Context: an optimization exercise on an open-source flow, tuned for small area, a short achievable clock period and few clock cycles. The choices shown serve that exercise and are no tape-out recipe. Only simulation tests tie the RTL to the original design; equivalence was not proved. Power is estimated from default activity; no workload was simulated.

==> flow/design.v <==
module lm92_lcd (
    input  wire        clk,
    input  wire        rst,           
    input  wire        cmd_valid,
    input  wire [31:0] cmd_word,
    output reg         busy,
    output reg         disp_init,
    output reg         rs,
    output reg  [3:0]  err,
    output reg  [3:0]  viol,
    output reg         ev_valid,
    input  wire        ev_ready,
    output reg         ev_kind,       
    output reg         ev_rs,
    output reg  [3:0]  ev_nib,
    output reg  [13:0] ev_us,
    output reg         mem_req,
    output reg  [15:0] mem_addr,
    input  wire        mem_ack,
    input  wire [7:0]  mem_rdata
);
    localparam [3:0] E_OK = 4'd0, E_RANGE = 4'd3, E_FMT = 4'd4;
    localparam [3:0] V_OVERRUN = 4'd1, V_ILLEGAL = 4'd2, V_NOTINIT = 4'd4;
    localparam [7:0] OP_INIT = 8'h20, OP_CMD = 8'h21, OP_CHAR = 8'h22,
                     OP_CLEAR = 8'h23, OP_HOME = 8'h24, OP_GOTO = 8'h25,
                     OP_TEXT = 8'h30, OP_HEX = 8'h31, OP_INT = 8'h32;
    localparam [3:0] S_IDLE     = 4'd0,
                     S_INIT     = 4'd1,    
                     S_BYTE_HI  = 4'd2,    
                     S_BYTE_LO  = 4'd3,    
                     S_WAIT_EV  = 4'd4,    
                     S_TXT_REQ  = 4'd5,    
                     S_CONV     = 4'd6,    
                     S_SKIP     = 4'd7,    
                     S_DIGIT    = 4'd8,    
                     S_FINISH   = 4'd9;
    wire [7:0] opc = cmd_word[31:24];
    reg        legal;
    always @(*) begin
        case (opc)
            OP_INIT, OP_CLEAR, OP_HOME: legal = (cmd_word[23:0] == 24'd0);
            OP_CMD, OP_CHAR:            legal = (cmd_word[23:8] == 16'd0);
            OP_GOTO, OP_TEXT:           legal = (cmd_word[23:16] == 8'd0);
            OP_HEX, OP_INT:             legal = 1'b1;
            default:                    legal = 1'b0;
        endcase
    end
    wire needs_init = (opc != OP_INIT);
    reg [3:0]  state;
    reg [3:0]  ret_state;     
    reg [7:0]  opq;           
    reg [4:0]  step;          
    reg [7:0]  byte_q;        
    reg        byte_rs;       
    reg [23:0] bin;           
    reg [27:0] bcd;           
    reg [2:0]  didx;          
    reg        neg;           
    reg        sign_sent;
    reg        t_kind;
    reg [3:0]  t_nib;
    reg [13:0] t_us;
    always @(*) begin
        t_kind = 1'b0; t_nib = 4'h0; t_us = 14'd0;
        case (step)
            5'd0:  begin t_kind = 1'b1; t_us = 14'd15000; end
            5'd1:  t_nib = 4'h3;
            5'd2:  begin t_kind = 1'b1; t_us = 14'd5000; end
            5'd3:  t_nib = 4'h3;
            5'd4:  begin t_kind = 1'b1; t_us = 14'd150; end
            5'd5:  t_nib = 4'h3;
            5'd6:  begin t_kind = 1'b1; t_us = 14'd50; end
            5'd7:  t_nib = 4'h2;
            5'd8:  t_nib = 4'h2;
            5'd9:  t_nib = 4'h8;
            5'd10: t_nib = 4'h0;
            5'd11: t_nib = 4'hE;
            5'd12: t_nib = 4'h0;
            5'd13: t_nib = 4'h6;
            5'd14: t_nib = 4'h0;
            5'd15: t_nib = 4'h1;
            default: begin t_kind = 1'b1; t_us = 14'd3000; end
        endcase
    end
    wire [3:0] cur_digit = bcd[didx*4 +: 4];
    wire [7:0] digit_char = (opq == OP_HEX && cur_digit >= 4'd10)
                            ? (8'h57 + {4'd0, cur_digit})
                            : (8'h30 + {4'd0, cur_digit});
    reg [27:0] bcd_adj;
    integer k;
    always @(*) begin
        for (k = 0; k < 7; k = k + 1)
            bcd_adj[k*4 +: 4] = (bcd[k*4 +: 4] >= 4'd5) ? bcd[k*4 +: 4] + 4'd3
                                                        : bcd[k*4 +: 4];
    end
    reg [7:0] row_base;
    always @(*) begin
        case (cmd_word[9:8])
            2'd0: row_base = 8'h00;
            2'd1: row_base = 8'h40;
            2'd2: row_base = 8'h14;
            default: row_base = 8'h54;
        endcase
    end
    wire ev_done = ev_valid & ev_ready;
    wire [23:0] int_mag = cmd_word[23] ? (~cmd_word[23:0] + 24'd1) : cmd_word[23:0];
    always @(posedge clk) begin
        if (rst) begin
            state     <= S_IDLE;
            ret_state <= S_IDLE;
            busy      <= 1'b0;
            disp_init <= 1'b0;
            rs        <= 1'b0;
            err       <= E_OK;
            viol      <= 4'd0;
            ev_valid  <= 1'b0;
            ev_kind   <= 1'b0;
            ev_rs     <= 1'b0;
            ev_nib    <= 4'h0;
            ev_us     <= 14'd0;
            mem_req   <= 1'b0;
            mem_addr  <= 16'd0;
            opq       <= 8'd0;
            step      <= 5'd0;
            byte_q    <= 8'd0;
            byte_rs   <= 1'b0;
            bin       <= 24'd0;
            bcd       <= 28'd0;
            didx      <= 3'd0;
            neg       <= 1'b0;
            sign_sent <= 1'b0;
        end else begin
            if (cmd_valid) begin
                if (busy) begin
                    if (viol == 4'd0) viol <= V_OVERRUN;
                end else if (!legal) begin
                    if (viol == 4'd0) viol <= V_ILLEGAL;
                end else if (needs_init && !disp_init) begin
                    if (viol == 4'd0) viol <= V_NOTINIT;
                end else begin
                    busy <= 1'b1;
                    opq  <= opc;
                    case (opc)
                        OP_INIT: begin
                            step  <= 5'd0;
                            state <= S_INIT;
                        end
                        OP_CMD, OP_CHAR, OP_CLEAR, OP_HOME: begin
                            byte_q    <= (opc == OP_CLEAR) ? 8'h01 :
                                         (opc == OP_HOME)  ? 8'h02 : cmd_word[7:0];
                            byte_rs   <= (opc == OP_CHAR);
                            ret_state <= (opc == OP_CLEAR) ? S_WAIT_EV : S_FINISH;
                            state     <= S_BYTE_HI;
                        end
                        OP_GOTO: begin
                            if (cmd_word[15:8] > 8'd3 || cmd_word[7:0] >= 8'd20) begin
                                err   <= E_RANGE;
                                state <= S_FINISH;
                                busy  <= 1'b1;
                            end else begin
                                byte_q    <= 8'h80 | (row_base + cmd_word[7:0]);
                                byte_rs   <= 1'b0;
                                ret_state <= S_FINISH;
                                state     <= S_BYTE_HI;
                            end
                        end
                        OP_TEXT: begin
                            mem_addr <= cmd_word[15:0];
                            state    <= S_TXT_REQ;
                        end
                        OP_HEX: begin
                            bcd   <= {4'd0, cmd_word[23:0]};
                            didx  <= 3'd5;
                            neg   <= 1'b0;
                            state <= S_SKIP;
                        end
                        default: begin  
                            neg   <= cmd_word[23];
                            bin   <= int_mag;
                            bcd   <= 28'd0;
                            step  <= 5'd0;
                            state <= S_CONV;
                        end
                    endcase
                    if (!(opc == OP_GOTO && (cmd_word[15:8] > 8'd3 || cmd_word[7:0] >= 8'd20)))
                        err <= E_OK;
                    sign_sent <= 1'b0;
                end
            end
            case (state)
                S_IDLE: ;
                S_INIT: begin
                    if (!ev_valid) begin
                        ev_valid <= 1'b1;
                        ev_kind  <= t_kind;
                        ev_rs    <= 1'b0;
                        ev_nib   <= t_nib;
                        ev_us    <= t_us;
                    end else if (ev_done) begin
                        ev_valid <= 1'b0;
                        if (!ev_kind) rs <= ev_rs;
                        if (step == 5'd16) begin
                            disp_init <= 1'b1;
                            state     <= S_FINISH;
                        end
                        step <= step + 5'd1;
                    end
                end
                S_BYTE_HI: begin
                    if (!ev_valid) begin
                        ev_valid <= 1'b1;
                        ev_kind  <= 1'b0;
                        ev_rs    <= byte_rs;
                        ev_nib   <= byte_q[7:4];
                    end else if (ev_done) begin
                        ev_valid <= 1'b0;
                        rs       <= ev_rs;
                        state    <= S_BYTE_LO;
                    end
                end
                S_BYTE_LO: begin
                    if (!ev_valid) begin
                        ev_valid <= 1'b1;
                        ev_kind  <= 1'b0;
                        ev_rs    <= byte_rs;
                        ev_nib   <= byte_q[3:0];
                    end else if (ev_done) begin
                        ev_valid <= 1'b0;
                        rs       <= ev_rs;
                        state    <= ret_state;
                    end
                end
                S_WAIT_EV: begin
                    if (!ev_valid) begin
                        ev_valid <= 1'b1;
                        ev_kind  <= 1'b1;
                        ev_us    <= 14'd3000;
                    end else if (ev_done) begin
                        ev_valid <= 1'b0;
                        state    <= S_FINISH;
                    end
                end
                S_TXT_REQ: begin
                    if (!mem_req) begin
                        mem_req <= 1'b1;
                    end else if (mem_ack) begin
                        mem_req <= 1'b0;
                        if (mem_rdata == 8'h00) begin
                            state <= S_FINISH;
                        end else begin
                            byte_q    <= mem_rdata;
                            byte_rs   <= 1'b1;
                            mem_addr  <= mem_addr + 16'd1;
                            ret_state <= S_TXT_REQ;
                            state     <= S_BYTE_HI;
                        end
                    end
                end
                S_CONV: begin
                    if (step == 5'd0 && neg && bin >= 24'd1000000) begin
                        err   <= E_FMT;
                        state <= S_FINISH;
                    end else begin
                        bcd  <= {bcd_adj[26:0], bin[23]};
                        bin  <= {bin[22:0], 1'b0};
                        step <= step + 5'd1;
                        if (step == 5'd23) begin
                            didx  <= 3'd6;
                            state <= S_SKIP;
                        end
                    end
                end
                S_SKIP: begin
                    if (cur_digit == 4'd0 && didx != 3'd0)
                        didx <= didx - 3'd1;
                    else
                        state <= S_DIGIT;
                end
                S_DIGIT: begin
                    byte_rs <= 1'b1;
                    state   <= S_BYTE_HI;
                    if (neg && !sign_sent) begin
                        byte_q    <= 8'h2D;
                        sign_sent <= 1'b1;
                        ret_state <= S_DIGIT;
                    end else begin
                        byte_q    <= digit_char;
                        didx      <= didx - 3'd1;
                        ret_state <= (didx == 3'd0) ? S_FINISH : S_DIGIT;
                    end
                end
                S_FINISH: begin
                    busy  <= 1'b0;
                    state <= S_IDLE;
                end
                default: state <= S_IDLE;
            endcase
        end
    end
endmodule
==> flow/run.sh <==
#!/bin/bash
# synth_recipe.tcl (not shown) runs the flow's synth.tcl, then flattens the netlist and writes it again
# the make line also repeats each setting of config.mk as NAME=value (left out here)
make -C /OpenROAD-flow-scripts/flow DESIGN_CONFIG=/design/flow/config.mk WORK_HOME=/design/flow/orfs CLKGATE_MAP_FILE= SYNTH_SCRIPT=/design/flow/synth_recipe.tcl finish
==> flow/config.mk <==
export PLATFORM = sky130hd
export DESIGN_NAME = lm92_lcd
export DESIGN_NICKNAME = lm92_lcd
export VERILOG_FILES = /design/flow/design.v
export SDC_FILE = /design/flow/constraint.sdc
export NUM_CORES = 4
export LEC_CHECK = 0
export CAP_MARGIN = 20
export CORE_MARGIN = 2
export CORE_UTILIZATION = 40
export SLEW_MARGIN = 20
==> flow/constraint.sdc <==
create_clock -name core_clock -period 10.0 [get_ports {clk}]
set_input_delay 2.0000 -clock core_clock [delete_from_list [all_inputs] [get_ports {clk}]]
set_output_delay 2.0000 -clock core_clock [all_outputs]
set_load 0.01 [all_outputs]
==> results.sh <==
export IMPL_status="finished clean"
export IMPL_ys_flop_type="dfxtp_1"
export IMPL_initialDrtViolationCount=642
export IMPL_dp_hpwl_um=20200
export IMPL_drv_cap=0
export IMPL_async_flop_share_pct=0
export IMPL_yosys_warnings=1
export IMPL_wl_per_cell_um=19.5
export IMPL_slew_viol_final=0
export IMPL_cts_root_buffer="clkbuf_16"
export IMPL_antenna_found_initial=0
export IMPL_ys_ff_latch=144
export IMPL_cts_hold_buf=0
export IMPL_cts_max_path_buffers=2
export IMPL_postLayoutCoreUtil_pct=48.1
export IMPL_num_fill_cells=2167
export IMPL_cts_resized=0
export IMPL_num_io_pins=94
export IMPL_grt_max_degree=60
export IMPL_tns_ns=0
export IMPL_vias=8672
export IMPL_clk_pin_slew_ns=0.06
export IMPL_crit_path_end_kind="flop"
export IMPL_post_cts_setup_buffers=0
export IMPL_synth_distinct_cells=81
export IMPL_clock_latency_ns=0.43
export IMPL_seq_area_frac_synth_pct=32.6
export IMPL_rows=54
export IMPL_yosysMostFrequentCell="dfxtp_1"
export IMPL_dpl_cell_area_um2=9870
export IMPL_area_delta_synth_final_pct=18.2
export IMPL_core_area_um2=21800
export IMPL_cts_tree="yes"
export IMPL_slew_headroom_pct=32.9
export IMPL_netlist_instances=1101
export IMPL_synthTopCellsByCount="dfxtp_1, nand2_1, nor2_1"
export IMPL_clock_sinks=144
export IMPL_ir_drop_v=0.000106
export IMPL_synth_edf_count=0
export IMPL_track_usage_pct=23.6
export IMPL_worst_pin_slew_ns=0.999
export IMPL_num_antenna_cells=0
export IMPL_finalHoldViolCount=0
export IMPL_cp_start_kind="input pin"
export IMPL_dr_pass1_iters=5
export IMPL_grt_pass1_vias=8151
export IMPL_io_buffers=89
export IMPL_skew_ns=0.00982
export IMPL_layout_nets=1218
export IMPL_crit_fanout=7
export IMPL_rsz0062_at_grt="false"
export IMPL_die_w_um=153
export IMPL_cts_made_buffers=17
export IMPL_period_share_pct=63.8
export IMPL_fin_crit_ns=6.38
export IMPL_route_detailed_drc=0
export IMPL_setup_violations_final=0
export IMPL_wl_um=28000
export IMPL_start_util_pct=40.7
export IMPL_fin_cells=1437
export IMPL_die_h_um=153
export IMPL_min_path_type="reg2reg"
export IMPL_synth_area_um2=8850
export IMPL_final_cell_area_um2=10500
export IMPL_post_place_cells=1406
export IMPL_viasPerCell=6.03
export IMPL_place_ws_ns=3.25
export IMPL_grt_pass1_wl_um=45000
export IMPL_leakage_uw=0.00358
export IMPL_synth_area_per_cell_um2=8.03
export IMPL_p_per_area_nw_per_um2=124
export IMPL_drive_gt1_share_pct=6.83
export IMPL_gr_total_overflow=0
export IMPL_fp_dieArea_um2=23300
export IMPL_critPathKind="in2reg"
export IMPL_arrival_ns=6.69
export IMPL_ant_nets=0
export IMPL_h_tree_depth=4
export IMPL_crit_required_ns=10.31
export IMPL_gp_congestion=0.945
export IMPL_fin_ws_ns=3.62
export IMPL_synth_largest_area_cell="dfxtp_1"
export IMPL_synth_area_leaders="dfxtp_1, a21oi_1, nand2_1, nor2_1, ha_1"
export IMPL_yosysTopAreaCellShare_pct=32.6
export IMPL_fmax_ghz=0.157
-- critical path, cell delays in order --
cell             delay (ns)
clkdlybuf4s50_1        0.59
inv_1                  0.16
ha_1                   0.20
nor4b_1                0.64
a31oi_1                0.19
or4_1                  0.68
a211oi_2               0.64
nor2_1                 0.15
a21oi_1                0.25
nor2_1                 0.09
ha_1                   0.30
inv_1                  0.07
mux2i_1                0.06
nand2_1                0.07
o21ai_0                0.07
a32o_1                 0.21
o31a_1                 0.29
-- cell type report --
class	instances	area [µm²]	area share [%]
Tap cell	280	350	3.35
Clock buffer	18	439	4.20
Sequential cell	144	2880	27.6
Multi-Input combinational cell	840	5520	52.8
Clock inverter	13	139	1.33
Inverter	41	154	1.47
Timing Repair Buffer	101	976	9.33
-- final timing paths --
check	startpoint	endpoint	slack, ns	cells past startpoint
max	cmd_word[1]	flop	3.62	17
min	opq[4]	opq[4]	0.45	2
max reg2reg	state[0]	flop	6.18	14
min reg2reg	opq[4]	opq[4]	0.45	2
-- cells by family after synthesis --
| family | count (synthesis) | synth area share, % |
|---|---|---|
| AO/OA/AOI/OAI | 339 | 27.2 |
| XOR/XNOR | 36 | 3.56 |
| adder cells (fa/ha/maj) | 28 | 3.96 |
| buffers and inverters | 120 | 5.50 |
| flip-flops | 144 | 32.6 |
| multiplexers | 29 | 3.85 |
| other | 1 | 0.0424 |
| AND/OR/NAND/NOR | 404 | 23.3 |
-- power breakdown --
| group | switching, µW | leakage [µW] | internal, µW |
|---|---|---|---|
| sequential | 0.956 | 0.00116 | 574 |
| combinational | 50.0 | 0.00215 | 31.9 |
| clock | 267 | 0.000270 | 372 |
| total | 318 | 0.00358 | 979 |
-- layer usage --
layer  routed length, µm  vias up  track usage (%)
met4                 670        0             7.80
met5                   0        -                0
met3                1830       34             3.87
met2               12600      312             36.9
met1               12900     4122             33.2
li1                    -     4204                -
-- through the flow --
stage	hold slack (ns)	power, µW
6_report	0.454	1300
3_5_place_dp	0.445	669
5_1_grt	0.493	1330
3_3_place_gp	0.440	668
4_1_cts	0.453	1300
2_1_floorplan	0.431	629
-- placed cells by master (no fill, tap or decap), types with 13 or more instances in the layout --
cell,netlist,routed
a21oi_1,82,82
nand2_1,101,101
nor3_1,30,29
and3_1,20,20
xnor2_1,24,24
nor4_1,15,13
nand2b_1,18,18
clkbuf_16,0,17
o21ai_0,55,54
nor2_1,100,100
a22oi_1,16,16
a311o_1,14,14
a211oi_1,14,14
a31oi_1,18,18
dfxtp_1,144,144
ha_1,28,28
mux2i_1,25,25
o211ai_1,20,20
inv_1,41,41
nand3_1,30,30
clkdlybuf4s50_1,0,88
a21o_1,17,17
-- registers in the layout, summed over array words and instances (netlist names), 3 cells and up, named ones only --
| register | count |
|---|---|
| bin | 24 |
| err | 4 |
| ev_us | 10 |
| ev_nib | 4 |
| step | 5 |
| mem_addr | 16 |
| didx | 3 |
| byte_q | 8 |
| state | 4 |
| opq | 8 |
| bcd | 28 |
| viol | 3 |
| ret_state | 4 |
Testbench counts, summed over its fixed seeds: cycles 27,586.

==> port drivers added, routing unchanged <==
The flow's constraints put no driver on any port. The routed layout listed below was extracted and timed again, unchanged, in two steps. Step 1, drivers: a clkbuf_16 drives clk and a buf_2 each remaining input, both assumed. Step 2 moves the port delays by t, midway between the first and last clock arrival at a register: inputs arrive t later, outputs are due t later. That takes back most of the time a late clock gives input paths. a / b / c = ideal / step 1 / step 2; a / b = the first two.
t (ns): 0.470
setup slack, ns: 3.622 / 3.651 / 3.181
worst setup path at the end: input to register
worst register clock-pin slew, ns: 0.07 / 0.07
After both steps this run still meets setup and hold. For this run, drivers alone change the setup slack by +0.029 ns; drivers and shift together by -0.441 ns.
